From an optimization exercise on the open Yosys and OpenROAD flow, aimed at small area, a short achievable clock period and few clock cycles; shortcuts taken in it are not production practice.
The RTL was checked by simulation tests, not by an equivalence proof against the original design.

==> flow/design.v <==
module aes_sbox (
    input  wire [7:0] a,
    output wire [7:0] y
);
    wire U0 = a[7], U1 = a[6], U2 = a[5], U3 = a[4], U4 = a[3], U5 = a[2], U6 = a[1], U7 = a[0];
    wire T1, T2, T3, T4, T5, T6, T7, T8, T9, T10, T11, T12, T13, T14, T15, T16, T17, T18, T19, T20, T21, T22, T23, T24, T25, T26, T27, M1, M2, M3, M4, M5, M6, M7, M8, M9, M10, M11, M12, M13, M14, M15, M16, M17, M18, M19, M20, M21, M22, M23, M24, M25, M26, M27, M28, M29, M30, M31, M32, M33, M34, M35, M36, M37, M38, M39, M40, M41, M42, M43, M44, M45, M46, M47, M48, M49, M50, M51, M52, M53, M54, M55, M56, M57, M58, M59, M60, M61, M62, M63, L0, L1, L2, L3, L4, L5, L6, L7, L8, L9, L10, L11, L12, L13, L14, L15, L16, L17, L18, L19, L20, L21, L22, L23, L24, L25, L26, L27, L28, L29, S0, S1, S2, S3, S4, S5, S6, S7;
    assign T1 = U0 ^ U3;
    assign T2 = U0 ^ U5;
    assign T3 = U0 ^ U6;
    assign T4 = U3 ^ U5;
    assign T5 = U4 ^ U6;
    assign T6 = T1 ^ T5;
    assign T7 = U1 ^ U2;
    assign T8 = U7 ^ T6;
    assign T9 = U7 ^ T7;
    assign T10 = T6 ^ T7;
    assign T11 = U1 ^ U5;
    assign T12 = U2 ^ U5;
    assign T13 = T3 ^ T4;
    assign T14 = T6 ^ T11;
    assign T15 = T5 ^ T11;
    assign T16 = T5 ^ T12;
    assign T17 = T9 ^ T16;
    assign T18 = U3 ^ U7;
    assign T19 = T7 ^ T18;
    assign T20 = T1 ^ T19;
    assign T21 = U6 ^ U7;
    assign T22 = T7 ^ T21;
    assign T23 = T2 ^ T22;
    assign T24 = T2 ^ T10;
    assign T25 = T20 ^ T17;
    assign T26 = T3 ^ T16;
    assign T27 = T1 ^ T12;
    assign M1 = T13 & T6;
    assign M2 = T23 & T8;
    assign M3 = T14 ^ M1;
    assign M4 = T19 & U7;
    assign M5 = M4 ^ M1;
    assign M6 = T3 & T16;
    assign M7 = T22 & T9;
    assign M8 = T26 ^ M6;
    assign M9 = T20 & T17;
    assign M10 = M9 ^ M6;
    assign M11 = T1 & T15;
    assign M12 = T4 & T27;
    assign M13 = M12 ^ M11;
    assign M14 = T2 & T10;
    assign M15 = M14 ^ M11;
    assign M16 = M3 ^ M2;
    assign M17 = M5 ^ T24;
    assign M18 = M8 ^ M7;
    assign M19 = M10 ^ M15;
    assign M20 = M16 ^ M13;
    assign M21 = M17 ^ M15;
    assign M22 = M18 ^ M13;
    assign M23 = M19 ^ T25;
    assign M24 = M22 ^ M23;
    assign M25 = M22 & M20;
    assign M26 = M21 ^ M25;
    assign M27 = M20 ^ M21;
    assign M28 = M23 ^ M25;
    assign M29 = M28 & M27;
    assign M30 = M26 & M24;
    assign M31 = M20 & M23;
    assign M32 = M27 & M31;
    assign M33 = M27 ^ M25;
    assign M34 = M21 & M22;
    assign M35 = M24 & M34;
    assign M36 = M24 ^ M25;
    assign M37 = M21 ^ M29;
    assign M38 = M32 ^ M33;
    assign M39 = M23 ^ M30;
    assign M40 = M35 ^ M36;
    assign M41 = M38 ^ M40;
    assign M42 = M37 ^ M39;
    assign M43 = M37 ^ M38;
    assign M44 = M39 ^ M40;
    assign M45 = M42 ^ M41;
    assign M46 = M44 & T6;
    assign M47 = M40 & T8;
    assign M48 = M39 & U7;
    assign M49 = M43 & T16;
    assign M50 = M38 & T9;
    assign M51 = M37 & T17;
    assign M52 = M42 & T15;
    assign M53 = M45 & T27;
    assign M54 = M41 & T10;
    assign M55 = M44 & T13;
    assign M56 = M40 & T23;
    assign M57 = M39 & T19;
    assign M58 = M43 & T3;
    assign M59 = M38 & T22;
    assign M60 = M37 & T20;
    assign M61 = M42 & T1;
    assign M62 = M45 & T4;
    assign M63 = M41 & T2;
    assign L0 = M61 ^ M62;
    assign L1 = M50 ^ M56;
    assign L2 = M46 ^ M48;
    assign L3 = M47 ^ M55;
    assign L4 = M54 ^ M58;
    assign L5 = M49 ^ M61;
    assign L6 = M62 ^ L5;
    assign L7 = M46 ^ L3;
    assign L8 = M51 ^ M59;
    assign L9 = M52 ^ M53;
    assign L10 = M53 ^ L4;
    assign L11 = M60 ^ L2;
    assign L12 = M48 ^ M51;
    assign L13 = M50 ^ L0;
    assign L14 = M52 ^ M61;
    assign L15 = M55 ^ L1;
    assign L16 = M56 ^ L0;
    assign L17 = M57 ^ L1;
    assign L18 = M58 ^ L8;
    assign L19 = M63 ^ L4;
    assign L20 = L0 ^ L1;
    assign L21 = L1 ^ L7;
    assign L22 = L3 ^ L12;
    assign L23 = L18 ^ L2;
    assign L24 = L15 ^ L9;
    assign L25 = L6 ^ L10;
    assign L26 = L7 ^ L9;
    assign L27 = L8 ^ L10;
    assign L28 = L11 ^ L14;
    assign L29 = L11 ^ L17;
    assign S0 = L6 ^ L24;
    assign S1 = ~(L16 ^ L26);
    assign S2 = ~(L19 ^ L28);
    assign S3 = L6 ^ L21;
    assign S4 = L20 ^ L22;
    assign S5 = L25 ^ L29;
    assign S6 = ~(L13 ^ L27);
    assign S7 = ~(L6 ^ L23);
    assign y = {S0, S1, S2, S3, S4, S5, S6, S7};
endmodule
module aes_sub_shift (
    input  wire [127:0] state_in,
    output wire [127:0] state_out
);
    wire [127:0] sub;
    genvar i;
    generate
        for (i = 0; i < 16; i = i + 1) begin : g_sub
            aes_sbox u_sbox (
                .a(state_in[127-8*i -: 8]),
                .y(sub[127-8*i -: 8])
            );
        end
        for (i = 0; i < 16; i = i + 1) begin : g_shift
            assign state_out[127-8*i -: 8] =
                sub[127-8*((i % 4) + 4*(((i / 4) + (i % 4)) % 4)) -: 8];
        end
    endgenerate
endmodule
module aes_mix (
    input  wire [127:0] state_in,
    output wire [127:0] state_out
);
    genvar c;
    generate
        for (c = 0; c < 4; c = c + 1) begin : g_mix
            aes_mixcolumn u_mix (
                .col_in(state_in[127-32*c -: 32]),
                .col_out(state_out[127-32*c -: 32])
            );
        end
    endgenerate
endmodule
module aes_mixcolumn (
    input  wire [31:0] col_in,
    output wire [31:0] col_out
);
    wire [7:0] a0 = col_in[31:24];
    wire [7:0] a1 = col_in[23:16];
    wire [7:0] a2 = col_in[15:8];
    wire [7:0] a3 = col_in[7:0];
    wire [7:0] d0 = {a0[6:0], 1'b0} ^ (a0[7] ? 8'h1b : 8'h00);
    wire [7:0] d1 = {a1[6:0], 1'b0} ^ (a1[7] ? 8'h1b : 8'h00);
    wire [7:0] d2 = {a2[6:0], 1'b0} ^ (a2[7] ? 8'h1b : 8'h00);
    wire [7:0] d3 = {a3[6:0], 1'b0} ^ (a3[7] ? 8'h1b : 8'h00);
    assign col_out[31:24] = d0 ^ (d1 ^ a1) ^ a2 ^ a3;
    assign col_out[23:16] = a0 ^ d1 ^ (d2 ^ a2) ^ a3;
    assign col_out[15:8]  = a0 ^ a1 ^ d2 ^ (d3 ^ a3);
    assign col_out[7:0]   = (d0 ^ a0) ^ a1 ^ a2 ^ d3;
endmodule
module aes_key_subword (
    input  wire [31:0]  w3,
    output wire [31:0]  sub
);
    wire [31:0] rot = {w3[23:0], w3[31:24]};
    genvar i;
    generate
        for (i = 0; i < 4; i = i + 1) begin : g_sub
            aes_sbox u_sbox (
                .a(rot[31-8*i -: 8]),
                .y(sub[31-8*i -: 8])
            );
        end
    endgenerate
endmodule
module aes_key_step (
    input  wire [127:0] key_in,
    input  wire [31:0]  sub,       
    input  wire [7:0]   rcon,
    output wire [127:0] key_out
);
    wire [31:0] w0 = key_in[127:96];
    wire [31:0] w1 = key_in[95:64];
    wire [31:0] w2 = key_in[63:32];
    wire [31:0] w3 = key_in[31:0];
    wire [31:0] p0 = w0 ^ {rcon, 24'h0};
    wire [31:0] p1 = w1 ^ p0;
    wire [31:0] p2 = w2 ^ p1;
    wire [31:0] p3 = w3 ^ p2;
    assign key_out = {p0 ^ sub, p1 ^ sub, p2 ^ sub, p3 ^ sub};
endmodule
module aes_ctr_engine (
    input  wire         clk,
    input  wire         rst,         
    input  wire         key_load,
    input  wire [127:0] key_in,
    input  wire         iv_load,
    input  wire [127:0] iv_in,
    input  wire         in_valid,
    output reg          in_ready,
    input  wire [127:0] in_data,
    output reg          out_valid,
    output reg  [127:0] out_data
);
    reg [127:0] key_reg;      
    reg [127:0] ctr_reg;      
    reg [127:0] s1;           
    reg [127:0] s2;           
    reg [127:0] rk;           
    reg [31:0]  kw3;          
    reg [31:0]  ksw;          
    reg         ph;
    reg [3:0]   rn;
    reg         live_p, live_q;   
    reg         miss;             
    reg [1:0]   back;             
    wire last    = (rn == 4'd10);
    wire accept  = in_valid && in_ready;
    wire load    = key_load || iv_load;
    wire rewind  = load || miss;
    wire hold    = rewind || (back != 2'd0);    
    wire step_up = last && !hold;               
    wire [1:0] nspec = {1'b0, live_p} + {1'b0, live_q} + {1'b0, miss};
    reg       ph_n, live_p_n, live_q_n;
    reg [3:0] rn_n;
    always @(*) begin
        if (rst || hold) begin
            ph_n     = 1'b1;
            rn_n     = 4'd10;
            live_p_n = 1'b0;
            live_q_n = 1'b0;
        end else begin
            ph_n     = !ph;
            rn_n     = ph ? rn : (last ? 4'd1 : rn + 4'd1);
            live_p_n = live_p || (last && ph);
            live_q_n = live_q || (last && !ph);
        end
    end
    wire [127:0] a_out;
    wire [127:0] mixed;
    aes_sub_shift u_stage_a (
        .state_in (s2),
        .state_out(a_out)
    );
    aes_mix u_stage_b (
        .state_in (s1),
        .state_out(mixed)
    );
    wire [127:0] ks_src = last ? key_reg : rk;
    wire [31:0]  sw_next;
    wire [127:0] rk_next;
    reg [7:0] rcon;
    always @(*) begin
        case (rn)
            4'd1:    rcon = 8'h02;
            4'd2:    rcon = 8'h04;
            4'd3:    rcon = 8'h08;
            4'd4:    rcon = 8'h10;
            4'd5:    rcon = 8'h20;
            4'd6:    rcon = 8'h40;
            4'd7:    rcon = 8'h80;
            4'd8:    rcon = 8'h1b;
            4'd9:    rcon = 8'h36;
            default: rcon = 8'h01;
        endcase
    end
    aes_key_subword u_key_sub (
        .w3 (kw3),
        .sub(sw_next)
    );
    aes_key_step u_key_step (
        .key_in (ks_src),
        .sub    (ksw),
        .rcon   (rcon),
        .key_out(rk_next)
    );
    wire [127:0] rk_upd  = ph ? rk : rk_next;
    wire [127:0] key_upd = key_load ? key_in : key_reg;
    wire         down = (back != 2'd0);
    wire [127:0] ctr_step;
    aes_ctr_step u_ctr_step (
        .ctr (ctr_reg),
        .down(down),
        .out (ctr_step)
    );
    always @(posedge clk) begin
        s1       <= a_out;
        s2       <= last ? (ctr_reg ^ key_reg) : (mixed ^ rk);
        out_data <= s1 ^ rk ^ in_data;      
        ksw      <= sw_next;
        rk       <= rk_upd;
        kw3      <= (rn_n == 4'd10) ? key_upd[31:0] : rk_upd[31:0];
        if (key_load)
            key_reg <= key_in;
        if (iv_load)
            ctr_reg <= iv_in;
        else if (down || step_up)
            ctr_reg <= ctr_step;
    end
    always @(posedge clk) begin
        ph     <= ph_n;
        rn     <= rn_n;
        live_p <= live_p_n;
        live_q <= live_q_n;
        if (rst || iv_load)
            back <= 2'd0;
        else if (down)
            back <= back - 2'd1;
        else if (rewind)
            back <= nspec;
        if (rst) begin
            miss      <= 1'b0;
            out_valid <= 1'b0;
            in_ready  <= 1'b0;
        end else begin
            miss      <= in_ready && !in_valid && !load;
            out_valid <= accept;
            in_ready  <= !(in_ready && !in_valid) &&
                         (rn_n == 4'd10) && (ph_n ? live_p_n : live_q_n);
        end
    end
endmodule
module aes_ctr_step (
    input  wire [127:0] ctr,
    input  wire         down,
    output wire [127:0] out
);
    wire [127:0] t = down ? ~ctr : ctr;    
    wire [15:0] g;
    wire [15:0] cin;
    genvar b, i;
    generate
        for (b = 0; b < 16; b = b + 1) begin : g_grp
            assign g[b] = &t[8*b+7 : 8*b];
        end
        assign cin[0] = 1'b1;
        for (b = 1; b < 16; b = b + 1) begin : g_cin
            assign cin[b] = &g[b-1:0];
        end
        for (b = 0; b < 16; b = b + 1) begin : g_bit
            for (i = 0; i < 8; i = i + 1) begin : g_i
                if (i == 0) begin : g_first
                    assign out[8*b] = ctr[8*b] ^ cin[b];
                end else begin : g_rest
                    assign out[8*b+i] = ctr[8*b+i] ^ (cin[b] & (&t[8*b+i-1 : 8*b]));
                end
            end
        end
    endgenerate
endmodule
==> flow/flow/run.sh <==
#!/bin/bash
# The standard layout (standard.sh, unchanged synthesis and steps), with
# the setup repair of floorplan, CTS and global route aiming for 6.5 ns of
# slack at the design's 10 ns clock, so that it sizes the critical paths
# for a shorter achieved period. The full make output goes to
# standard_flow.log; ORFS's own step logs stay under orfs/logs.
set -euo pipefail
bash standard.sh SETUP_SLACK_MARGIN=6.5 finish > standard_flow.log 2>&1
==> flow/standard.sh <==
#!/bin/bash
# synth_recipe.tcl (not shown) runs the flow's synth.tcl, then flattens the netlist and writes it again
# the make line also repeats each setting of config.mk as NAME=value (left out here)
make -C /OpenROAD-flow-scripts/flow DESIGN_CONFIG=/design/flow/config.mk WORK_HOME=/design/flow/orfs CLKGATE_MAP_FILE= SYNTH_SCRIPT=/design/flow/synth_recipe.tcl "${@:-finish}"
==> flow/config.mk <==
export PLATFORM = sky130hd
export DESIGN_NAME = aes_ctr_engine
export DESIGN_NICKNAME = aes_ctr_engine
export VERILOG_FILES = /design/flow/design.v
export SDC_FILE = /design/flow/constraint.sdc
export NUM_CORES = 4
export LEC_CHECK = 0
export ABC_AREA = 1
export CAP_MARGIN = 20
export CELL_PAD_IN_SITES_DETAIL_PLACEMENT = 0
export CELL_PAD_IN_SITES_GLOBAL_PLACEMENT = 1
export CORE_MARGIN = 2
export CORE_UTILIZATION = 45
export PLACE_DENSITY = 0.6
export SLEW_MARGIN = 20
==> flow/constraint.sdc <==
create_clock -name core_clock -period 10.0 [get_ports {clk}]
set_input_delay 2.0000 -clock core_clock [delete_from_list [all_inputs] [get_ports {clk}]]
set_output_delay 2.0000 -clock core_clock [all_outputs]
set_load 0.01 [all_outputs]
==> impl_metrics.env, run 1 <==
export IMPL_status="no timing/DRC/antenna violations"
export IMPL_grt_pass1_wl_mm=429
export IMPL_drv_slew=0
export IMPL_start_util_pct=45.4
export IMPL_path_class="reg -> reg"
export IMPL_min_period_ns=3.49
export IMPL_fin_skew_ns=0.0797
export IMPL_synth_area_leaders="nand2_1 28%, dfxtp_1 15%, edfxtp_1 13%"
export IMPL_io_buffer_count=518
export IMPL_grt_use_total_pct=34.5
export IMPL_yosys_area_top_type="nand2_1"
export IMPL_drc_errors=0
export IMPL_gp_congestion=0.998
export IMPL_num_rows=147
export IMPL_synthesis_area_um2=72900
export IMPL_finalWirelength_mm=303
export IMPL_synth_seq_area_share_pct=27.8
export IMPL_pre_cts_slack_ns=5.34
export IMPL_ys_flop_type="dfxtp_1"
export IMPL_synth_distinct_cells=58
export IMPL_final_setup_tns_ns=0
export IMPL_cts_root_buffer="clkbuf_16"
export IMPL_clockBufferDepth=3
export IMPL_first_global_vias=68800
export IMPL_vias=78200
export IMPL_worstPathRequired_ns=10.63
export IMPL_postRouteAntennaNets=0
export IMPL_synth_ff_latch_count=852
export IMPL_synth_common_cells="5362 x nand2_1, 1137 x nand3_1, 995 x inv_1"
export IMPL_wire_per_inst_um=20.7
export IMPL_synth_edff_count=320
export IMPL_hold_buffers=0
export IMPL_grt_max_degree=129
export IMPL_crit_slowest_cell="dfxtp_4"
export IMPL_die_h_um=407
export IMPL_detail_route_first_pass_iterations=8
export IMPL_cts_buffers=103
export IMPL_worstSetupEndpointType="register"
export IMPL_clkSinkCount=852
export IMPL_fin_nets=12800
export IMPL_io_pins=519
export IMPL_synth_cells=11600
export IMPL_rsz0062_at_grt="yes"
export IMPL_postLayoutSetupSlackWorst_ns=6.51
export IMPL_drt_initial_drc_count=7899
export IMPL_dp_hpwl_mm=240
export IMPL_nFillCells=15500
export IMPL_dieArea_um2=165000
export IMPL_crit_chain="xor2_2 -> nand2_1 -> nand2_2 -> xor2_2 -> inv_2 -> ha_4 -> xor2_2 -> nand3b_1 -> nand2_4 -> xnor2_4 -> nand3_2 -> nand2_4 -> nand2_2 -> nand4_1 -> inv_2 -> xor2_2 -> inv_1 -> nand2_1 -> nand2_1 -> nand2_1 -> nand2_2"
export IMPL_syn_to_final_growth_pct=30.0
export IMPL_cp_arrival_ns=4.12
export IMPL_antenna_found_initial=28
export IMPL_layout_drive_gt1_share_pct=18.4
export IMPL_final_hold_viol_count=0
export IMPL_cts_max_level=3
export IMPL_cp_max_fo=6
export IMPL_synth_fp_nets=12100
export IMPL_coreArea_um2=161000
export IMPL_synth_area_per_cell_um2=6.27
export IMPL_insertion_delay_ns=0.78
export IMPL_via_per_inst=5.35
export IMPL_slew_headroom_pct=20.3
export IMPL_maxCapViolations=0
export IMPL_start_kind="register"
export IMPL_finish_utilization_pct=59.0
export IMPL_post_route_period_util_pct=34.9
export IMPL_ys_warn_count=1
export IMPL_tightest_slew_ns=1.18
export IMPL_synth_top_area_share_pct=27.6
export IMPL_synthArstFlopShare_pct=0
export IMPL_grt_overflow_total=0
export IMPL_clkTransAtPathRegs_ns=0.06
export IMPL_clock_fmax_mhz=286
export IMPL_synth_most_common_cell="nand2_1"
export IMPL_setup_viol=0
export IMPL_slowest_delay_ns=0.46
export IMPL_hp_class="reg -> reg"
export IMPL_fp_dieW_um=407
export IMPL_cts_tree="yes"
-- path summary, 6_finish.rpt --
path,startpoint,depth (start not counted),slack (ns),endpoint
max,kw3[13]$_DFF_P_,21,6.51,ksw[23]$_DFF_P_
min,rk[8]$_DFF_P_,2,0.51,rk[8]$_DFF_P_
max reg2reg,kw3[13]$_DFF_P_,21,6.51,ksw[23]$_DFF_P_
min reg2reg,rk[8]$_DFF_P_,2,0.51,rk[8]$_DFF_P_
-- stage by stage --
stage / hold slack, ns / area (um2) / cells
floorplan: 0.460 / 73000 / 11600
global placement: 0.484 / 79800 / 14000
detailed placement: 0.486 / 79800 / 14000
CTS: 0.501 / 86600 / 14300
global route: 0.521 / 94800 / 14600
finish: 0.510 / 94800 / 14600
-- critical path, delay by kind of cell, from the launching register on --
kind	cells	cell delay [ns]
xor+xnor	5	1.03
simple gates	12	1.28
fa+ha+maj	1	0.27
flops	1	0.46
buf+inv	3	0.29
-- cells by family after synthesis --
logic type | count (synthesis) | synth area share [%]
adder cells (fa/ha/maj) | 41 | 0.714
multiplexers | 13 | 0.184
AND/OR/NAND/NOR | 7193 | 39.9
AO/OA/AOI/OAI | 512 | 3.77
flip-flops | 852 | 27.8
buffers and inverters | 1301 | 6.94
XOR/XNOR | 1712 | 20.7
-- per-layer routing --
layer  vias up  GRT usage [%]  wire length (um)
met3       552           4.64             26700
met2      3333           52.6            131000
met5         -              0               218
li1      37600              -                 -
met1     36700           49.1            131000
met4        34           14.0             14300
-- cells in the final DEF (no fill, tap or decap), types with 129 or more instances in the layout --
cell | netlist | routed
buf_4 | 6 | 369
clkdlybuf4s50_1 | 0 | 385
dfxtp_1 | 532 | 379
dlygate4sd2_1 | 0 | 131
edfxtp_1 | 320 | 320
inv_1 | 995 | 875
nand2_1 | 5362 | 4657
nand2_2 | 36 | 585
nand2_4 | 1 | 157
nand3_1 | 1137 | 985
nand3_2 | 4 | 129
nor2_1 | 478 | 351
o21ai_0 | 343 | 310
xnor2_1 | 850 | 768
xor2_1 | 850 | 674
-- repair_timing --
action,4_1_cts,5_1_grt
buffers inserted,73,304
endpoints found under the setup margin,650,250
pin swaps,99,477
gates resized for setup,796,1478
cloned,6,4
hold endpoints to repair,0,0
-- layout make-up --
| type | instances | area, um2 | area share, % |
|---|---|---|---|
| inverters | 1021 | 3900 | 4.11 |
| clock buffers | 141 | 2950 | 3.11 |
| multi-input cells | 9476 | 55400 | 58.4 |
| flip-flops and latches | 852 | 20700 | 21.9 |
| clock inverters | 55 | 702 | 0.740 |
| well taps | 2160 | 2700 | 2.85 |
| diodes | 1 | 2.50 | 0.00264 |
| repair buffers | 920 | 8400 | 8.86 |
| repair inverters | 1 | 8.76 | 0.00924 |
Testbench counts, summed over its fixed seeds: cycles 4,729.
==> run 2, diff against run 1 <==
--- a/flow/design.v
+++ b/flow/design.v
@@ -209,11 +209,11 @@
     wire [31:0] w1 = key_in[95:64];
     wire [31:0] w2 = key_in[63:32];
     wire [31:0] w3 = key_in[31:0];
-    wire [31:0] p0 = w0 ^ {rcon, 24'h0};
-    wire [31:0] p1 = w1 ^ p0;
-    wire [31:0] p2 = w2 ^ p1;
-    wire [31:0] p3 = w3 ^ p2;
-    assign key_out = {p0 ^ sub, p1 ^ sub, p2 ^ sub, p3 ^ sub};
+    wire [31:0] n0 = w0 ^ sub ^ {rcon, 24'h0};
+    wire [31:0] n1 = w1 ^ n0;
+    wire [31:0] n2 = w2 ^ n1;
+    wire [31:0] n3 = w3 ^ n2;
+    assign key_out = {n0, n1, n2, n3};
 endmodule
 module aes_ctr_engine (
     input  wire         clk,
@@ -245,7 +245,6 @@
     wire load    = key_load || iv_load;
     wire rewind  = load || miss;
     wire hold    = rewind || (back != 2'd0);    
-    wire step_up = last && !hold;               
     wire [1:0] nspec = {1'b0, live_p} + {1'b0, live_q} + {1'b0, miss};
     reg       ph_n, live_p_n, live_q_n;
     reg [3:0] rn_n;
@@ -301,7 +300,8 @@
         .key_out(rk_next)
     );
     wire [127:0] rk_upd  = ph ? rk : rk_next;
-    wire [127:0] key_upd = key_load ? key_in : key_reg;
+    wire kw_key = rst || iv_load || miss || (back != 2'd0) ||
+                  (ph ? (rn == 4'd10) : (rn == 4'd9));
     wire         down = (back != 2'd0);
     wire [127:0] ctr_step;
     aes_ctr_step u_ctr_step (
@@ -315,12 +315,12 @@
         out_data <= s1 ^ rk ^ in_data;      
         ksw      <= sw_next;
         rk       <= rk_upd;
-        kw3      <= (rn_n == 4'd10) ? key_upd[31:0] : rk_upd[31:0];
+        kw3      <= key_load ? key_in[31:0] : kw_key ? key_reg[31:0] : rk_upd[31:0];
         if (key_load)
             key_reg <= key_in;
         if (iv_load)
             ctr_reg <= iv_in;
-        else if (down || step_up)
+        else if (down || (last && !key_load && !miss))
             ctr_reg <= ctr_step;
     end
     always @(posedge clk) begin
==> flow/flow/run.sh (replaced) <==
#!/bin/bash
set -euo pipefail
bash standard.sh SETUP_SLACK_MARGIN=6.5 \
  "BUFFER_PORTS_ARGS=-buffer_cell sky130_fd_sc_hd__buf_1" \
  finish > standard_flow.log 2>&1
--- a/flow/config.mk
+++ b/flow/config.mk
@@ -10,6 +10,8 @@
 export CELL_PAD_IN_SITES_DETAIL_PLACEMENT = 0
 export CELL_PAD_IN_SITES_GLOBAL_PLACEMENT = 1
 export CORE_MARGIN = 2
-export CORE_UTILIZATION = 45
-export PLACE_DENSITY = 0.6
+export CORE_UTILIZATION = 55
+export CTS_CLUSTER_DIAMETER = 100
+export CTS_CLUSTER_SIZE = 20
+export PLACE_DENSITY = 0.7
 export SLEW_MARGIN = 20
==> impl_metrics.env, run 2 <==
export IMPL_fp_dieW_um=370
export IMPL_cts_tree="yes"
export IMPL_drc_errors=0
export IMPL_start_util_pct=55.3
export IMPL_slew_headroom_pct=14.6
export IMPL_grt_pass1_wl_mm=403
export IMPL_vias=78600
export IMPL_detail_route_first_pass_iterations=6
export IMPL_fin_skew_ns=0.0612
export IMPL_clock_fmax_mhz=289
export IMPL_status="no timing/DRC/antenna violations"
export IMPL_first_global_vias=67700
export IMPL_ys_flop_type="dfxtp_1"
export IMPL_ys_warn_count=1
export IMPL_dp_cells=13700
export IMPL_dieArea_um2=137000
export IMPL_r2r_start="s2[102]$_DFF_P_"
export IMPL_postRouteAntennaNets=0
export IMPL_timing_hold_ws_ns=0.513
export IMPL_io_buffer_count=518
export IMPL_clkTransAtPathRegs_ns=0.09
export IMPL_coreArea_um2=133000
export IMPL_finalWirelength_mm=285
export IMPL_rsz0062_at_grt="yes"
export IMPL_synth_cells=11600
export IMPL_synthArstFlopShare_pct=0
export IMPL_synth_area_leaders="nand2_1 27%, edfxtp_1 14%, dfxtp_1 14%"
export IMPL_via_per_inst=5.55
export IMPL_worstPathRequired_ns=10.56
export IMPL_final_hold_viol_count=0
export IMPL_num_rows=134
export IMPL_synth_distinct_cells=58
export IMPL_cts_buffers=54
export IMPL_cts_max_level=2
export IMPL_synth_top_area_share_pct=27.0
export IMPL_grt_use_total_pct=38.6
export IMPL_grt_overflow_total=0
export IMPL_clockBufferDepth=3
export IMPL_reg2reg_depth=22
export IMPL_post_route_period_util_pct=34.6
export IMPL_antenna_found_initial=31
export IMPL_hold_depth=1
export IMPL_synth_most_common_cell="nand2_1"
export IMPL_synthesis_area_um2=73600
export IMPL_insertion_delay_ns=0.73
export IMPL_fin_nets=12800
export IMPL_layout_drive_gt1_share_pct=17.0
export IMPL_synth_fp_nets=12100
export IMPL_drt_initial_drc_count=8958
export IMPL_rr_endpoint="s1[66]$_DFF_P_"
export IMPL_dp_hpwl_mm=223
export IMPL_synth_seq_area_share_pct=27.9
export IMPL_reg2reg_slack_ns=6.54
export IMPL_start_kind="register"
export IMPL_worstSetupEndpointType="register"
export IMPL_synth_area_per_cell_um2=6.33
export IMPL_die_h_um=370
export IMPL_maxCapViolations=0
export IMPL_synth_common_cells="5292 x nand2_1, 1147 x nand3_1, 993 x inv_1"
export IMPL_synth_edff_count=352
export IMPL_clkSinkCount=852
export IMPL_tightest_slew_ns=1.28
export IMPL_synth_ff_latch_count=852
export IMPL_final_cells=14100
export IMPL_grt_max_degree=159
export IMPL_syn_to_final_growth_pct=20.1
export IMPL_setup_viol=0
export IMPL_cts_root_buffer="clkbuf_16"
export IMPL_gp_congestion=1.06
export IMPL_hp_class="reg -> reg"
export IMPL_yosys_area_top_type="nand2_1"
export IMPL_hold_buffers=0
export IMPL_path_class="reg -> reg"
export IMPL_final_setup_tns_ns=0
export IMPL_drv_slew=0
export IMPL_wire_per_inst_um=20.1
export IMPL_hp_start="back[0]$_SDFFE_PP0P_"
export IMPL_min_period_ns=3.46
export IMPL_hold_path_end="back[0]$_SDFFE_PP0P_"
export IMPL_layout_commonest_cell="nand2_1"
export IMPL_io_pins=519
export IMPL_layout_common_cells="4758 x nand2_1, 1020 x nand3_1, 883 x inv_1, 728 x xnor2_1, 659 x xor2_1"
export IMPL_cp_arrival_ns=4.02
export IMPL_cp_max_fo=5
==> run 2: cell types whose count changed in the layout (fill, tap and decap cells not counted), sizes merged, moves of 27 or more <==
| cell | before | now |
|---|---|---|
| buf | 398 | 887 |
| clkdlybuf4s50 | 385 | 0 |
| dlygate4sd2 | 131 | 0 |
| clkbuf | 144 | 90 |
| inv | 1029 | 1080 |
| xnor2 | 854 | 805 |
| nand2 | 5402 | 5449 |
| nor2 | 503 | 458 |
| dfxtp | 532 | 500 |
| edfxtp | 320 | 352 |
| clkinv | 36 | 9 |
==> run 2: kinds of logic (layout without fill, tap and decap cells) <==
family,Yosys count,count (layout),synth area share [%]
buffers and inverters,1347,2075,7.19
muxes,7,7,0.0951
adders and majority gates,41,41,0.707
xor gates and xnor gates,1647,1647,19.9
DFF,852,852,27.9
and+or+nand+nor,7224,7227,40.3
other,0,12,0
AOI/OAI and AO/OA,520,520,3.82
==> run 2: area by class of cell <==
cell class	count	area, um2
Inverter	1078	4190
Timing Repair Buffer	893	5120
Clock inverter	17	239
Multi-Input combinational cell	9442	54100
Antenna cell	12	30.0
Timing Repair inverter	2	17.5
Fill cell	12000	44700
Clock buffer	85	1480
Sequential cell	852	21000
Tap cell	1768	2210
==> run 2: how the worst max path moves through the flow <==
stage,endpoint,cells past startpoint,startpoint
2_1_floorplan,ctr_reg[0]$_DFFE_PP_,2,key_load
3_3_place_gp,ctr_reg[6]$_DFFE_PP_,6,iv_load
3_5_place_dp,ctr_reg[3]$_DFFE_PP_,6,iv_load
4_1_cts,kw3[16]$_DFF_P_,15,rn[3]$_DFF_P_
5_1_grt,s1[66]$_DFF_P_,24,s2[96]$_DFF_P_
6_report,s1[66]$_DFF_P_,22,s2[102]$_DFF_P_
==> run 2: routing by layer <==
layer	vias to the layer above	wire length [um]	GRT usage, %
li1	37500	-	-
met1	36300	114000	53.1
met2	4037	121000	57.9
met3	681	32100	6.90
met4	18	17400	19.8
met5	-	122	0
==> run 2: repair_timing <==
item / 4_1_cts / 5_1_grt
gates resized for setup: 494 / 1276
setup endpoints to repair: 525 / 315
gates cloned: 4 / 6
pin swaps: 60 / 378
setup buffers: 56 / 297
==> run 2: worst max-delay path, stage by stage, from the launching register on <==
cell	delay, ns
dfxtp_4	0.37
inv_1	0.07
nand2_1	0.06
nand2_2	0.13
xor2_2	0.30
xnor2_2	0.19
ha_4	0.25
xnor2_4	0.15
xor2_1	0.22
nand2_1	0.10
nand2_2	0.12
nand3_1	0.09
nand2_1	0.11
nand2_2	0.10
nand2_1	0.11
nand2_2	0.10
nand4_1	0.19
buf_4	0.17
nand3_1	0.08
nand2_2	0.14
nand2_1	0.08
nand3_1	0.10
nand2_2	0.11
==> run 2: per-stage QoR <==
| stage | util, % | instance area [um2] | setup slack (ns) |
|---|---|---|---|
| floorplan | - | 73700 | 4.25 |
| global placement | 57.7 | 76800 | 4.97 |
| detailed placement | 57.7 | 76800 | 4.91 |
| CTS | 60.8 | 81000 | 6.40 |
| global route | 66.4 | 88400 | 6.38 |
| finish | 66.4 | 88400 | 6.54 |
Testbench counts of run 2, summed over its fixed seeds: cycles 4,729.
==> run 3, diff against run 2 <==
--- a/flow/design.v
+++ b/flow/design.v
@@ -1,9 +1,9 @@
-module aes_sbox (
-    input  wire [7:0] a,
-    output wire [7:0] y
+module aes_sbox_nl (
+    input  wire [7:0]  a,
+    output wire [17:0] m      
 );
     wire U0 = a[7], U1 = a[6], U2 = a[5], U3 = a[4], U4 = a[3], U5 = a[2], U6 = a[1], U7 = a[0];
-    wire T1, T2, T3, T4, T5, T6, T7, T8, T9, T10, T11, T12, T13, T14, T15, T16, T17, T18, T19, T20, T21, T22, T23, T24, T25, T26, T27, M1, M2, M3, M4, M5, M6, M7, M8, M9, M10, M11, M12, M13, M14, M15, M16, M17, M18, M19, M20, M21, M22, M23, M24, M25, M26, M27, M28, M29, M30, M31, M32, M33, M34, M35, M36, M37, M38, M39, M40, M41, M42, M43, M44, M45, M46, M47, M48, M49, M50, M51, M52, M53, M54, M55, M56, M57, M58, M59, M60, M61, M62, M63, L0, L1, L2, L3, L4, L5, L6, L7, L8, L9, L10, L11, L12, L13, L14, L15, L16, L17, L18, L19, L20, L21, L22, L23, L24, L25, L26, L27, L28, L29, S0, S1, S2, S3, S4, S5, S6, S7;
+    wire T1, T2, T3, T4, T5, T6, T7, T8, T9, T10, T11, T12, T13, T14, T15, T16, T17, T18, T19, T20, T21, T22, T23, T24, T25, T26, T27, M1, M2, M3, M4, M5, M6, M7, M8, M9, M10, M11, M12, M13, M14, M15, M16, M17, M18, M19, M20, M21, M22, M23, M24, M25, M26, M27, M28, M29, M30, M31, M32, M33, M34, M35, M36, M37, M38, M39, M40, M41, M42, M43, M44, M45, M46, M47, M48, M49, M50, M51, M52, M53, M54, M55, M56, M57, M58, M59, M60, M61, M62, M63;
     assign T1 = U0 ^ U3;
     assign T2 = U0 ^ U5;
     assign T3 = U0 ^ U6;
@@ -94,6 +94,15 @@
     assign M61 = M42 & T1;
     assign M62 = M45 & T4;
     assign M63 = M41 & T2;
+    assign m = {M46, M47, M48, M49, M50, M51, M52, M53, M54, M55, M56, M57, M58, M59, M60, M61, M62, M63};
+endmodule
+module aes_sbox_out (
+    input  wire [17:0] m,     
+    output wire [7:0]  y
+);
+    wire M46, M47, M48, M49, M50, M51, M52, M53, M54, M55, M56, M57, M58, M59, M60, M61, M62, M63;
+    assign {M46, M47, M48, M49, M50, M51, M52, M53, M54, M55, M56, M57, M58, M59, M60, M61, M62, M63} = m;
+    wire L0, L1, L2, L3, L4, L5, L6, L7, L8, L9, L10, L11, L12, L13, L14, L15, L16, L17, L18, L19, L20, L21, L22, L23, L24, L25, L26, L27, L28, L29, S0, S1, S2, S3, S4, S5, S6, S7;
     assign L0 = M61 ^ M62;
     assign L1 = M50 ^ M56;
     assign L2 = M46 ^ M48;
@@ -134,22 +143,44 @@
     assign S7 = ~(L6 ^ L23);
     assign y = {S0, S1, S2, S3, S4, S5, S6, S7};
 endmodule
+module aes_sbox (
+    input  wire [7:0] a,
+    output wire [7:0] y
+);
+    wire [17:0] m;
+    aes_sbox_nl  u_nl (.a(a), .m(m));
+    aes_sbox_out u_out(.m(m), .y(y));
+endmodule
 module aes_sub_shift (
     input  wire [127:0] state_in,
-    output wire [127:0] state_out
+    output wire [287:0] state_out
 );
-    wire [127:0] sub;
+    wire [287:0] sub;
     genvar i;
     generate
         for (i = 0; i < 16; i = i + 1) begin : g_sub
-            aes_sbox u_sbox (
+            aes_sbox_nl u_sbox (
                 .a(state_in[127-8*i -: 8]),
-                .y(sub[127-8*i -: 8])
+                .m(sub[287-18*i -: 18])
             );
         end
         for (i = 0; i < 16; i = i + 1) begin : g_shift
-            assign state_out[127-8*i -: 8] =
-                sub[127-8*((i % 4) + 4*(((i / 4) + (i % 4)) % 4)) -: 8];
+            assign state_out[287-18*i -: 18] =
+                sub[287-18*((i % 4) + 4*(((i / 4) + (i % 4)) % 4)) -: 18];
+        end
+    endgenerate
+endmodule
+module aes_sub_out (
+    input  wire [287:0] state_in,
+    output wire [127:0] state_out
+);
+    genvar i;
+    generate
+        for (i = 0; i < 16; i = i + 1) begin : g_out
+            aes_sbox_out u_out (
+                .m(state_in[287-18*i -: 18]),
+                .y(state_out[127-8*i -: 8])
+            );
         end
     endgenerate
 endmodule
@@ -186,14 +217,28 @@
 endmodule
 module aes_key_subword (
     input  wire [31:0]  w3,
-    output wire [31:0]  sub
+    output wire [71:0]  sub
 );
     wire [31:0] rot = {w3[23:0], w3[31:24]};
     genvar i;
     generate
         for (i = 0; i < 4; i = i + 1) begin : g_sub
-            aes_sbox u_sbox (
+            aes_sbox_nl u_sbox (
                 .a(rot[31-8*i -: 8]),
+                .m(sub[71-18*i -: 18])
+            );
+        end
+    endgenerate
+endmodule
+module aes_key_subword_out (
+    input  wire [71:0]  m,
+    output wire [31:0]  sub
+);
+    genvar i;
+    generate
+        for (i = 0; i < 4; i = i + 1) begin : g_out
+            aes_sbox_out u_out (
+                .m(m[71-18*i -: 18]),
                 .y(sub[31-8*i -: 8])
             );
         end
@@ -230,11 +275,11 @@
 );
     reg [127:0] key_reg;      
     reg [127:0] ctr_reg;      
-    reg [127:0] s1;           
+    reg [287:0] s1;           
     reg [127:0] s2;           
     reg [127:0] rk;           
     reg [31:0]  kw3;          
-    reg [31:0]  ksw;          
+    reg [71:0]  ksw;          
     reg         ph;
     reg [3:0]   rn;
     reg         live_p, live_q;   
@@ -261,18 +306,24 @@
             live_q_n = live_q || (last && !ph);
         end
     end
-    wire [127:0] a_out;
+    wire [287:0] a_out;
+    wire [127:0] sub1;
     wire [127:0] mixed;
     aes_sub_shift u_stage_a (
         .state_in (s2),
         .state_out(a_out)
     );
-    aes_mix u_stage_b (
+    aes_sub_out u_sub_out (
         .state_in (s1),
+        .state_out(sub1)
+    );
+    aes_mix u_stage_b (
+        .state_in (sub1),
         .state_out(mixed)
     );
     wire [127:0] ks_src = last ? key_reg : rk;
-    wire [31:0]  sw_next;
+    wire [71:0]  sw_next;
+    wire [31:0]  sw;
     wire [127:0] rk_next;
     reg [7:0] rcon;
     always @(*) begin
@@ -293,9 +344,13 @@
         .w3 (kw3),
         .sub(sw_next)
     );
+    aes_key_subword_out u_key_sub_out (
+        .m  (ksw),
+        .sub(sw)
+    );
     aes_key_step u_key_step (
         .key_in (ks_src),
-        .sub    (ksw),
+        .sub    (sw),
         .rcon   (rcon),
         .key_out(rk_next)
     );
@@ -312,7 +367,7 @@
     always @(posedge clk) begin
         s1       <= a_out;
         s2       <= last ? (ctr_reg ^ key_reg) : (mixed ^ rk);
-        out_data <= s1 ^ rk ^ in_data;      
+        out_data <= sub1 ^ rk ^ in_data;    
         ksw      <= sw_next;
         rk       <= rk_upd;
         kw3      <= key_load ? key_in[31:0] : kw_key ? key_reg[31:0] : rk_upd[31:0];
==> flow/flow/run.sh (replaced) <==
#!/bin/bash
set -euo pipefail
bash standard.sh SETUP_SLACK_MARGIN=6.75 \
  "BUFFER_PORTS_ARGS=-buffer_cell sky130_fd_sc_hd__buf_1" \
  finish > standard_flow.log 2>&1
==> impl_metrics.env, run 3 <==
export IMPL_tightest_slew_ns=1.15
export IMPL_dieArea_um2=140000
export IMPL_synth_ff_latch_count=1052
export IMPL_clock_fmax_mhz=308
export IMPL_drv_slew=0
export IMPL_worstSetupEndpointType="primary output"
export IMPL_synth_fp_nets=11700
export IMPL_finish_utilization_pct=61.8
export IMPL_pre_cts_slack_ns=5.18
export IMPL_grt_pass1_wl_mm=416
export IMPL_ys_flop_type="dfxtp_1"
export IMPL_drt_initial_drc_count=8259
export IMPL_antenna_found_initial=27
export IMPL_via_per_inst=5.41
export IMPL_postRouteAntennaNets=0
export IMPL_final_cells=13600
export IMPL_die_h_um=374
export IMPL_fp_dieW_um=374
export IMPL_cp_arrival_ns=1.25
export IMPL_cts_max_level=2
export IMPL_wire_per_inst_um=21.4
export IMPL_largest_reg_flops=288
export IMPL_synth_area_leaders="nand2_1 22%, dfxtp_1 19%, edfxtp_1 14%"
export IMPL_io_pins=519
export IMPL_hold_buffers=0
export IMPL_detail_route_first_pass_iterations=8
export IMPL_layout_commonest_cell="nand2_1"
export IMPL_grt_max_degree=91
export IMPL_clkSinkCount=1052
export IMPL_start_kind="register"
export IMPL_grt_overflow_total=0
export IMPL_setup_viol=0
export IMPL_synth_top_area_share_pct=22.3
export IMPL_crit_chain="buf_6"
export IMPL_final_hold_viol_count=0
export IMPL_nFillCells=12800
export IMPL_synth_common_cells="4464 x nand2_1, 1344 x inv_1, 1169 x xor2_1"
export IMPL_rsz0062_at_grt="yes"
export IMPL_cts_tree="yes"
export IMPL_timing_hold_ws_ns=0.484
export IMPL_stdcell_area_um2=83800
export IMPL_synth_area_per_cell_um2=6.70
export IMPL_coreArea_um2=136000
export IMPL_dpl_cell_area_um2=79100
export IMPL_start_util_pct=55.5
export IMPL_synthesis_area_um2=75200
export IMPL_first_global_vias=66500
export IMPL_synth_seq_area_share_pct=32.7
export IMPL_path_class="reg -> out"
export IMPL_use_met1_pct=51.4
export IMPL_final_setup_tns_ns=0
export IMPL_synth_edff_count=352
export IMPL_synth_most_common_cell="nand2_1"
export IMPL_finalWirelength_mm=291
export IMPL_layout_drive_gt1_share_pct=7.19
export IMPL_crit_slowest_cell="dfxtp_4"
export IMPL_insertion_delay_ns=0.75
export IMPL_ys_warn_count=1
export IMPL_regMostFlops="s1"
export IMPL_crit_family="flip-flops"
export IMPL_vias=73500
export IMPL_synthArstFlopShare_pct=0
export IMPL_dp_hpwl_mm=237
export IMPL_hp_class="reg -> reg"
export IMPL_syn_to_final_growth_pct=11.4
export IMPL_top_usage_layer="met2"
export IMPL_cts_root_buffer="clkbuf_16"
export IMPL_status="no timing/DRC/antenna violations"
export IMPL_drc_errors=0
export IMPL_grt_use_met3_pct=8.57
export IMPL_io_buffer_count=518
export IMPL_layout_common_cells="4332 x nand2_1, 1298 x inv_1, 1117 x xor2_1, 808 x nand3_1, 714 x nor2_1"
export IMPL_worstPathRequired_ns=8.00
export IMPL_clockBufferDepth=3
export IMPL_num_rows=135
export IMPL_fin_skew_ns=0.0437
export IMPL_reg2reg_slack_ns=6.75
export IMPL_grt_use_met2_pct=60.8
export IMPL_synth_distinct_cells=60
export IMPL_synth_cells=11200
export IMPL_cts_buffers=61
export IMPL_slew_headroom_pct=22.7
export IMPL_yosys_area_top_type="nand2_1"
export IMPL_cp_max_fo=1
export IMPL_post_route_period_util_pct=32.5
export IMPL_postLayoutSetupSlackWorst_ns=6.75
export IMPL_min_period_ns=3.25
export IMPL_maxCapViolations=0
export IMPL_cp_num_buf_inv=1
export IMPL_dp_cells=13400
export IMPL_grt_use_total_pct=39.8
export IMPL_gp_congestion=1.05
export IMPL_fin_nets=12200
export IMPL_clkTransAtPathRegs_ns=0.10
export IMPL_slowest_delay_ns=0.38
run 3: cell count changes after synthesis, moves of 38 or more:
cell     before   now
nor2_1      412   728
inv_2        79    10
nand2_1    5292  4464
nand2_2     150    13
or2_2         9    71
inv_1       993  1344
dfxtp_1     500   700
nand3_1    1147   835
xnor2_1     793   662
o21ai_0     313   275
xor2_1      830  1169
run 3: timing repair:
action / CTS / global route
endpoints found under the setup margin: 489 / 413
resized for setup: 168 / 449
pin swaps: 7 / 34
buffers inserted: 12 / 67
cloned: 8 / 5
run 3: layout make-up:
type                            count  area [um2]  area share, %
Multi-Input combinational cell   8623       46300           55.2
Sequential cell                  1052       24900           29.7
Inverter                         1356        5140           6.13
Timing Repair Buffer              651        3500           4.18
Tap cell                         1781        2230           2.66
Clock buffer                       98        1730           2.06
Clock inverter                      9        86.3          0.103
Antenna cell                        6        15.0         0.0179
Timing Repair inverter              1        8.76         0.0104
run 3: cells by family (layout without fill, tap and decap cells):
| logic type | Yosys count | in the layout | share of synthesized area, % |
|---|---|---|---|
| XOR/XNOR | 1838 | 1838 | 21.5 |
| AND/OR/NAND/NOR | 6275 | 6276 | 33.8 |
| other | 0 | 6 | 0 |
| adder cells (fa/ha/maj) | 41 | 41 | 0.692 |
| AO/OA/AOI/OAI | 468 | 468 | 3.48 |
| buffers and inverters | 1547 | 2115 | 7.90 |
| flip-flops | 1052 | 1052 | 32.7 |
run 3: final timing paths:
check | endpoint | startpoint | cells past startpoint
setup / recovery | out_data[91] | out_data[91]$_DFF_P_ | 1
hold / removal | back[1]$_SDFFE_PP0P_ | back[0]$_SDFFE_PP0P_ | 2
setup reg to reg | s2[78]$_DFF_P_ | s1[188]$_DFF_P_ | 11
hold reg to reg | back[1]$_SDFFE_PP0P_ | back[0]$_SDFFE_PP0P_ | 2
run 3: per-layer routing:
layer,part of all wire [%],up-vias
met3,11,783
met4,7.5,26
li1,-,35300
met2,42,3681
met5,0.058,-
met1,39,33700
run 3: worst register-to-register path, stage by stage (launching register included):
cell and delay (ns):
dfxtp_1 0.41, nor2_1 0.07, nor2_1 0.26, xor2_1 0.19, xnor2_1 0.51, xor2_1 0.63, nand2_1 0.11, nand2_1 0.20
xnor2_1 0.20, nor2_1 0.07, o21ai_0 0.29, buf_4 0.23
Testbench counts of run 3, summed over its fixed seeds: cycles 4,729.
==> run 4, diff against run 3 <==
==> flow/flow/run.sh (replaced) <==
#!/bin/bash
set -euo pipefail
bash standard.sh SETUP_SLACK_MARGIN=6.65 \
  "BUFFER_PORTS_ARGS=-buffer_cell sky130_fd_sc_hd__buf_1" \
  finish > standard_flow.log 2>&1
==> impl_metrics.env, run 4 <==
export IMPL_path_class="reg -> reg"
export IMPL_grt_use_total_pct=39.7
export IMPL_synthesis_area_um2=75200
export IMPL_postLayoutSetupSlackWorst_ns=6.51
export IMPL_tightest_slew_ns=1.21
export IMPL_layout_commonest_cell="nand2_1"
export IMPL_dp_hpwl_mm=236
export IMPL_cts_root_buffer="clkbuf_16"
export IMPL_synth_fp_nets=11700
export IMPL_maxCapViolations=0
export IMPL_ys_flop_type="dfxtp_1"
export IMPL_wire_per_inst_um=21.4
export IMPL_crit_slowest_cell="o21ai_0"
export IMPL_synth_edff_count=352
export IMPL_vias=73200
export IMPL_seq_area_um2=24800
export IMPL_io_buffer_count=518
export IMPL_clkTransAtPathRegs_ns=0.09
export IMPL_grt_overflow_total=0
export IMPL_synth_cells=11200
export IMPL_dpl_cell_area_um2=78900
export IMPL_start_kind="register"
export IMPL_timing_hold_ws_ns=0.498
export IMPL_layout_common_cells="4386 x nand2_1, 1314 x inv_1, 1139 x xor2_1, 833 x nand3_1, 719 x nor2_1"
export IMPL_yosys_area_top_type="nand2_1"
export IMPL_rsz0062_at_grt="yes"
export IMPL_synthArstFlopShare_pct=0
export IMPL_crit_chain="inv_1 -> nor2_4 -> nand2_8 -> buf_12 -> o21ai_0 -> nand3_1 -> nand2_1 -> nand2_1 -> nand3_1 -> nand3_1 -> nand2_1 -> nand2_1"
export IMPL_fin_nets=12100
export IMPL_fp_dieW_um=374
export IMPL_synth_area_per_cell_um2=6.70
export IMPL_drv_slew=0
export IMPL_slowest_delay_ns=0.92
export IMPL_num_rows=135
export IMPL_detail_route_first_pass_iterations=7
export IMPL_synth_common_cells="4464 x nand2_1, 1344 x inv_1, 1169 x xor2_1"
export IMPL_cts_tree="yes"
export IMPL_nFillCells=13000
export IMPL_hold_buffers=0
export IMPL_status="no timing/DRC/antenna violations"
export IMPL_gp_congestion=1.06
export IMPL_min_period_ns=3.49
export IMPL_io_pins=519
export IMPL_synth_seq_area_share_pct=32.7
export IMPL_insertion_delay_ns=0.74
export IMPL_synth_top_area_share_pct=22.3
export IMPL_multiInputGateArea_um2=45700
export IMPL_via_per_inst=5.42
export IMPL_final_hold_viol_count=0
export IMPL_cp_arrival_ns=4.10
export IMPL_dieArea_um2=140000
export IMPL_first_global_vias=66400
export IMPL_drc_errors=0
export IMPL_regMostFlops="s1"
export IMPL_synth_distinct_cells=60
export IMPL_grt_max_degree=176
export IMPL_hp_class="reg -> reg"
export IMPL_setup_viol=0
export IMPL_synth_area_leaders="nand2_1 22%, dfxtp_1 19%, edfxtp_1 14%"
export IMPL_slew_headroom_pct=19.3
export IMPL_largest_reg_flops=288
export IMPL_cpMostUsedCell="nand2_1"
export IMPL_grt_pass1_wl_mm=414
export IMPL_antenna_found_initial=27
export IMPL_syn_to_final_growth_pct=9.78
export IMPL_cts_max_level=3
export IMPL_clockBufferDepth=3
export IMPL_finalWirelength_mm=289
export IMPL_clock_fmax_mhz=286
export IMPL_clkSinkCount=1052
export IMPL_layout_drive_gt1_share_pct=5.01
export IMPL_post_route_period_util_pct=34.9
export IMPL_drt_initial_drc_count=7946
export IMPL_synth_ff_latch_count=1052
export IMPL_cts_buffers=66
export IMPL_synth_most_common_cell="nand2_1"
export IMPL_final_setup_tns_ns=0
export IMPL_worstSetupEndpointType="register"
export IMPL_pre_cts_slack_ns=4.98
export IMPL_die_h_um=374
export IMPL_fin_skew_ns=0.0552
export IMPL_worstPathRequired_ns=10.61
export IMPL_start_util_pct=55.5
export IMPL_coreArea_um2=136000
export IMPL_cp_max_fo=152
export IMPL_ys_warn_count=1
export IMPL_stdcell_area_um2=82600
export IMPL_postRouteAntennaNets=0
-- run 4: cell counts after synthesis --
Identical to the previous run, type by type.
-- run 4: worst paths after layout --
check	endpoint	slack (ns)	cells past startpoint	start
worst min register to register	back[1]$_SDFFE_PP0P_	0.50	2	back[0]$_SDFFE_PP0P_
worst max-delay path	kw3[7]$_DFF_P_	6.51	12	rn[1]$_DFF_P_
worst max register to register	kw3[7]$_DFF_P_	6.51	12	rn[1]$_DFF_P_
worst min-delay path	back[1]$_SDFFE_PP0P_	0.50	2	back[0]$_SDFFE_PP0P_
-- run 4: what timing repair did --
action | in CTS | in global routing
buffers inserted | 7 | 22
pin swaps | 5 | 15
setup endpoints to repair | 312 | 463
cloned | 2 | 4
resized for setup | 58 | 328
endpoints found under the hold margin | 0 | 0
-- run 4: final cells by class --
class / count / share of cell area, %
well taps: 1781 / 2.70
inverters: 1356 / 6.21
clock buffers: 101 / 2.30
repair inverters: 1 / 0.00757
repair buffers: 585 / 3.28
clock inverters: 12 / 0.136
flip-flops and latches: 1052 / 30.0
multi-input cells: 8623 / 55.3
diodes: 8 / 0.0242
-- run 4: through the flow --
stage | util [%] | cells
final | 60.9 | 13500
after floorplan | - | 11200
after global routing | 60.9 | 13500
after detailed placement | 58.2 | 13400
after global placement | 58.2 | 13400
after CTS | 59.9 | 13500
-- run 4: routing by layer --
metal	GRT usage, %	part of all wire, %
met3	8.48	11
met2	60.9	43
met5	0	0.058
met1	51.4	39
met4	23.4	7.1
-- run 4: cells by family (layout without fill, tap and decap cells) --
group / count (synthesis) / in the layout / share of synthesized area, %
AO/OA/AOI/OAI: 468 / 468 / 3.48
other: 0 / 8 / 0
flip-flops: 1052 / 1052 / 32.7
XOR/XNOR: 1838 / 1838 / 21.5
AND/OR/NAND/NOR: 6275 / 6276 / 33.8
adder cells (fa/ha/maj): 41 / 41 / 0.692
buffers and inverters: 1547 / 2055 / 7.90
-- run 4: critical path, delay by kind of cell, from the launching register on --
family                 cells  cell delay (ns)
AOI/OAI and AO/OA          1             0.92
and+or+nand+nor            9             1.52
buffers and inverters      2             0.38
DFF                        1             0.36
==> run 5, diff against run 4 <==
--- a/flow/design.v
+++ b/flow/design.v
@@ -275,68 +275,63 @@
 );
     reg [127:0] key_reg;      
     reg [127:0] ctr_reg;      
-    reg [287:0] s1;           
-    reg [127:0] s2;           
-    reg [127:0] rk;           
+    reg [287:0] r1;           
+    reg [127:0] r2;           
+    reg [287:0] r3;           
+    reg [127:0] r4;           
+    reg [127:0] rka;          
+    reg [127:0] rkb;          
     reg [31:0]  kw3;          
     reg [71:0]  ksw;          
-    reg         ph;
-    reg [3:0]   rn;
-    reg         live_p, live_q;   
-    reg         miss;             
-    reg [1:0]   back;             
-    wire last    = (rn == 4'd10);
+    reg [4:0]   u;
+    reg [3:0]   live;         
+    reg         miss;         
+    reg [2:0]   back;         
+    wire fin     = (u < 5'd4);                  
     wire accept  = in_valid && in_ready;
     wire load    = key_load || iv_load;
     wire rewind  = load || miss;
-    wire hold    = rewind || (back != 2'd0);    
-    wire [1:0] nspec = {1'b0, live_p} + {1'b0, live_q} + {1'b0, miss};
-    reg       ph_n, live_p_n, live_q_n;
-    reg [3:0] rn_n;
+    wire hold    = rewind || (back != 3'd0);    
+    wire [2:0] nspec = {2'd0, live[0]} + {2'd0, live[1]} + {2'd0, live[2]} +
+                       {2'd0, live[3]} + {2'd0, miss};
+    reg [4:0] u_n;
+    reg [3:0] live_n;
     always @(*) begin
         if (rst || hold) begin
-            ph_n     = 1'b1;
-            rn_n     = 4'd10;
-            live_p_n = 1'b0;
-            live_q_n = 1'b0;
+            u_n    = 5'd0;
+            live_n = 4'd0;
         end else begin
-            ph_n     = !ph;
-            rn_n     = ph ? rn : (last ? 4'd1 : rn + 4'd1);
-            live_p_n = live_p || (last && ph);
-            live_q_n = live_q || (last && !ph);
+            u_n    = (u == 5'd19) ? 5'd0 : u + 5'd1;
+            live_n = live;
+            if (fin)
+                live_n[u[1:0]] = 1'b1;
         end
     end
-    wire [287:0] a_out;
-    wire [127:0] sub1;
-    wire [127:0] mixed;
-    aes_sub_shift u_stage_a (
-        .state_in (s2),
-        .state_out(a_out)
-    );
-    aes_sub_out u_sub_out (
-        .state_in (s1),
-        .state_out(sub1)
-    );
-    aes_mix u_stage_b (
-        .state_in (sub1),
-        .state_out(mixed)
-    );
-    wire [127:0] ks_src = last ? key_reg : rk;
+    wire [287:0] a1_out, a2_out;
+    wire [127:0] sub1, sub2, mix1, mix2;
+    aes_sub_shift u_a1 (.state_in(r4), .state_out(a1_out));
+    aes_sub_out   u_b1s(.state_in(r1), .state_out(sub1));
+    aes_mix       u_b1m(.state_in(sub1), .state_out(mix1));
+    aes_sub_shift u_a2 (.state_in(r2), .state_out(a2_out));
+    aes_sub_out   u_b2s(.state_in(r3), .state_out(sub2));
+    aes_mix       u_b2m(.state_in(sub2), .state_out(mix2));
+    wire         to_a    = (u[1:0] == 2'd1);
+    wire [127:0] ks_src  = (u == 5'd1) ? key_reg : (to_a ? rkb : rka);
     wire [71:0]  sw_next;
     wire [31:0]  sw;
     wire [127:0] rk_next;
     reg [7:0] rcon;
     always @(*) begin
-        case (rn)
-            4'd1:    rcon = 8'h02;
-            4'd2:    rcon = 8'h04;
-            4'd3:    rcon = 8'h08;
-            4'd4:    rcon = 8'h10;
-            4'd5:    rcon = 8'h20;
-            4'd6:    rcon = 8'h40;
-            4'd7:    rcon = 8'h80;
-            4'd8:    rcon = 8'h1b;
-            4'd9:    rcon = 8'h36;
+        case (u)
+            5'd3:    rcon = 8'h02;
+            5'd5:    rcon = 8'h04;
+            5'd7:    rcon = 8'h08;
+            5'd9:    rcon = 8'h10;
+            5'd11:   rcon = 8'h20;
+            5'd13:   rcon = 8'h40;
+            5'd15:   rcon = 8'h80;
+            5'd17:   rcon = 8'h1b;
+            5'd19:   rcon = 8'h36;
             default: rcon = 8'h01;
         endcase
     end
@@ -354,10 +349,8 @@
         .rcon   (rcon),
         .key_out(rk_next)
     );
-    wire [127:0] rk_upd  = ph ? rk : rk_next;
-    wire kw_key = rst || iv_load || miss || (back != 2'd0) ||
-                  (ph ? (rn == 4'd10) : (rn == 4'd9));
-    wire         down = (back != 2'd0);
+    wire kw_key = rst || iv_load || miss || (back != 3'd0) || (u == 5'd19);
+    wire         down = (back != 3'd0);
     wire [127:0] ctr_step;
     aes_ctr_step u_ctr_step (
         .ctr (ctr_reg),
@@ -365,28 +358,36 @@
         .out (ctr_step)
     );
     always @(posedge clk) begin
-        s1       <= a_out;
-        s2       <= last ? (ctr_reg ^ key_reg) : (mixed ^ rk);
-        out_data <= sub1 ^ rk ^ in_data;    
+        r1       <= a1_out;
+        r2       <= mix1 ^ rka;
+        r3       <= a2_out;
+        r4       <= fin ? (ctr_reg ^ key_reg) : (mix2 ^ rkb);
+        out_data <= sub2 ^ rkb ^ in_data;      
         ksw      <= sw_next;
-        rk       <= rk_upd;
-        kw3      <= key_load ? key_in[31:0] : kw_key ? key_reg[31:0] : rk_upd[31:0];
+        if (u[1:0] == 2'd1)
+            rka <= rk_next;
+        if (u[1:0] == 2'd3)
+            rkb <= rk_next;
+        if (key_load)
+            kw3 <= key_in[31:0];
+        else if (kw_key)
+            kw3 <= key_reg[31:0];
+        else if (u[0])
+            kw3 <= rk_next[31:0];
         if (key_load)
             key_reg <= key_in;
         if (iv_load)
             ctr_reg <= iv_in;
-        else if (down || (last && !key_load && !miss))
+        else if (down || (fin && !key_load && !miss))
             ctr_reg <= ctr_step;
     end
     always @(posedge clk) begin
-        ph     <= ph_n;
-        rn     <= rn_n;
-        live_p <= live_p_n;
-        live_q <= live_q_n;
+        u    <= u_n;
+        live <= live_n;
         if (rst || iv_load)
-            back <= 2'd0;
+            back <= 3'd0;
         else if (down)
-            back <= back - 2'd1;
+            back <= back - 3'd1;
         else if (rewind)
             back <= nspec;
         if (rst) begin
@@ -397,7 +398,7 @@
             miss      <= in_ready && !in_valid && !load;
             out_valid <= accept;
             in_ready  <= !(in_ready && !in_valid) &&
-                         (rn_n == 4'd10) && (ph_n ? live_p_n : live_q_n);
+                         (u_n < 5'd4) && live_n[u_n[1:0]];
         end
     end
 endmodule
==> flow/flow/run.sh (replaced) <==
#!/bin/bash
set -euo pipefail
bash standard.sh SETUP_SLACK_MARGIN=6.75 \
  "BUFFER_PORTS_ARGS=-buffer_cell sky130_fd_sc_hd__buf_1" \
  finish > standard_flow.log 2>&1
==> impl_metrics.env, run 5 <==
export IMPL_path_class="reg -> out"
export IMPL_grt_overflow_total=0
export IMPL_cts_buffers=98
export IMPL_ys_flop_type="dfxtp_1"
export IMPL_crit_slowest_cell="dfxtp_4"
export IMPL_cp_max_fo=3
export IMPL_coreArea_um2=212000
export IMPL_synth_edff_count=544
export IMPL_detail_route_first_pass_iterations=8
export IMPL_synth_area_per_cell_um2=6.87
export IMPL_drt_initial_drc_count=12000
export IMPL_layout_common_cells="6077 x nand2_1, 1821 x inv_1, 1748 x xor2_1, 1310 x nor2_1, 1247 x nand3_1"
export IMPL_dpl_cell_area_um2=122000
export IMPL_via_per_inst=5.32
export IMPL_cts_tree="yes"
export IMPL_cts_root_buffer="clkbuf_16"
export IMPL_drc_errors=0
export IMPL_syn_to_final_growth_pct=13.3
export IMPL_postRouteAntennaNets=0
export IMPL_synth_seq_area_share_pct=32.0
export IMPL_maxCapViolations=0
export IMPL_slew_headroom_pct=22.1
export IMPL_drv_slew=0
export IMPL_synth_most_common_cell="nand2_1"
export IMPL_vias=110000
export IMPL_ys_warn_count=1
export IMPL_nFillCells=20000
export IMPL_finalWirelength_mm=461
export IMPL_clockBufferDepth=3
export IMPL_layout_drive_gt1_share_pct=10.5
export IMPL_post_route_period_util_pct=34.1
export IMPL_hold_buffers=0
export IMPL_cp_arrival_ns=1.41
export IMPL_crit_chain="buf_6"
export IMPL_die_h_um=466
export IMPL_wire_per_inst_um=22.4
export IMPL_crit_family="flip-flops"
export IMPL_insertion_delay_ns=0.82
export IMPL_io_buffer_count=518
export IMPL_stdcell_area_um2=133000
export IMPL_io_pins=519
export IMPL_layout_commonest_cell="nand2_1"
export IMPL_clkTransAtPathRegs_ns=0.09
export IMPL_synth_common_cells="6359 x nand2_1, 1902 x xor2_1, 1899 x inv_1"
export IMPL_cp_num_buf_inv=1
export IMPL_clkSinkCount=1599
export IMPL_timing_hold_ws_ns=0.524
export IMPL_synthArstFlopShare_pct=0
export IMPL_setup_viol=0
export IMPL_rsz0062_at_grt="yes"
export IMPL_synthesis_area_um2=117000
export IMPL_dieArea_um2=217000
export IMPL_grt_pass1_wl_mm=646
export IMPL_status="no timing/DRC/antenna violations"
export IMPL_synth_fp_nets=17500
export IMPL_worstSetupEndpointType="primary output"
export IMPL_dp_hpwl_mm=374
export IMPL_tightest_slew_ns=1.16
export IMPL_num_rows=169
export IMPL_hp_class="reg -> reg"
export IMPL_cts_max_level=3
export IMPL_final_setup_tns_ns=0
export IMPL_first_global_vias=96800
export IMPL_fp_dieW_um=466
export IMPL_synth_cells=17100
export IMPL_clock_fmax_mhz=294
export IMPL_worstPathRequired_ns=8.00
## run 5: changes by cell type in the layout (fill, tap and decap cells not counted), sizes merged, moves of 44 or more
cell,delta
xor2,+771
o21ai,+111
edfxtp,+192
nand3,+424
dfxtp,+355
clkbuf,+44
xnor2,+603
o211ai,+60
buf,+221
inv,+567
nand2,+1934
nor2,+637
## run 5: path summary, 6_finish.rpt
check | cells past startpoint | to | from
worst max-delay path | 1 | in_ready | in_ready$_SDFF_PP0_
worst min-delay path | 2 | live[1]$_DFF_P_ | live[1]$_DFF_P_
worst max register to register | 7 | r2[11]$_DFF_P_ | r1[20]$_DFF_P_
worst min register to register | 2 | live[1]$_DFF_P_ | live[1]$_DFF_P_
## run 5: repair_timing
item                       4_1_cts  5_1_grt
resized for setup              480      986
cloned                          14        6
setup endpoints to repair      841      785
setup buffers                  102      115
pin swaps                       28      118
## run 5: cells by family (layout without fill, tap and decap cells)
logic type | after synthesis | count (layout) | share of synthesized area, %
adders and majority gates | 82 | 82 | 0.889
muxes | 3 | 3 | 0.0288
DFF | 1599 | 1599 | 32.0
xor gates and xnor gates | 3212 | 3212 | 24.6
and+or+nand+nor | 9308 | 9313 | 32.1
buffers and inverters | 2197 | 2913 | 7.33
AOI/OAI and AO/OA | 655 | 655 | 3.13
other | 0 | 25 | 0
## run 5: per-stage QoR
step | utilization [%] | setup slack, ns | instances
after CTS | 60.4 | 6.59 | 20500
after floorplan | - | 4.25 | 17100
after global routing | 62.6 | 6.61 | 20600
final | 62.6 | 6.59 | 20600
after detailed placement | 57.6 | 4.96 | 20200
after global placement | 57.6 | 5.00 | 20200
## run 5: layout make-up
cell class                      count  area (um2)  share of cell area [%]
Sequential cell                  1599       38000                    28.6
Clock inverter                     31         342                   0.257
Timing Repair inverter              7        58.8                  0.0443
Multi-Input combinational cell  13300       75400                    56.8
Antenna cell                       25        62.6                  0.0471
Tap cell                         2821        3530                    2.66
Inverter                         1921        7310                    5.51
Timing Repair Buffer              810        5340                    4.03
Clock buffer                      144        2710                    2.04
## run 5: per-layer routing
metal | routed length, um | GRT usage [%] | vias to the layer above
met5 | 467 | 0 | -
met3 | 50400 | 10.4 | 1224
li1 | - | - | 53500
met2 | 191000 | 60.2 | 5036
met4 | 39300 | 29.1 | 68
met1 | 180000 | 51.6 | 49900
## run 5: worst min-delay path, delay by kind of cell, from the launching register on
family	cells	cell delay, ns
DFF	1	0.35
AOI/OAI and AO/OA	1	0.07
buffers and inverters	1	0.06
Testbench counts of run 5, summed over its fixed seeds: cycles 2,917.

-- separate check: timing with driven ports --
The results above use ideal ports. As a check the final layouts listed here were re-extracted and re-timed, cells and wires unchanged. Step 1 assumes that a clkbuf_16 drives the clock port and a buf_2 every other input. Step 2 times the ports against the registers' clock, not the clock port: input delays grow and output delays shrink by t, the midpoint of the rising clock arrivals with the driver on. a / b / c = ideal / step 1 / step 2; a / b = the first two.
run	t, ns	setup slack, ns	latest minus earliest clock arrival (ns)
run 1	0.835	6.505 / 6.465 / 5.756	0.080 / 0.080
run 2	0.791	6.536 / 6.536 / 5.843	0.065 / 0.066
run 3	0.817	6.749 / 6.662 / 5.894	0.050 / 0.051
run 4	0.794	6.507 / 6.507 / 5.832	0.061 / 0.060
run 5	0.901	6.594 / 6.491 / 5.862	0.046 / 0.046
After both steps every run listed still meets setup and hold. The setup slack of run 3, which loses most, moves by -0.087 ns with the drivers and by -0.855 ns with both steps.
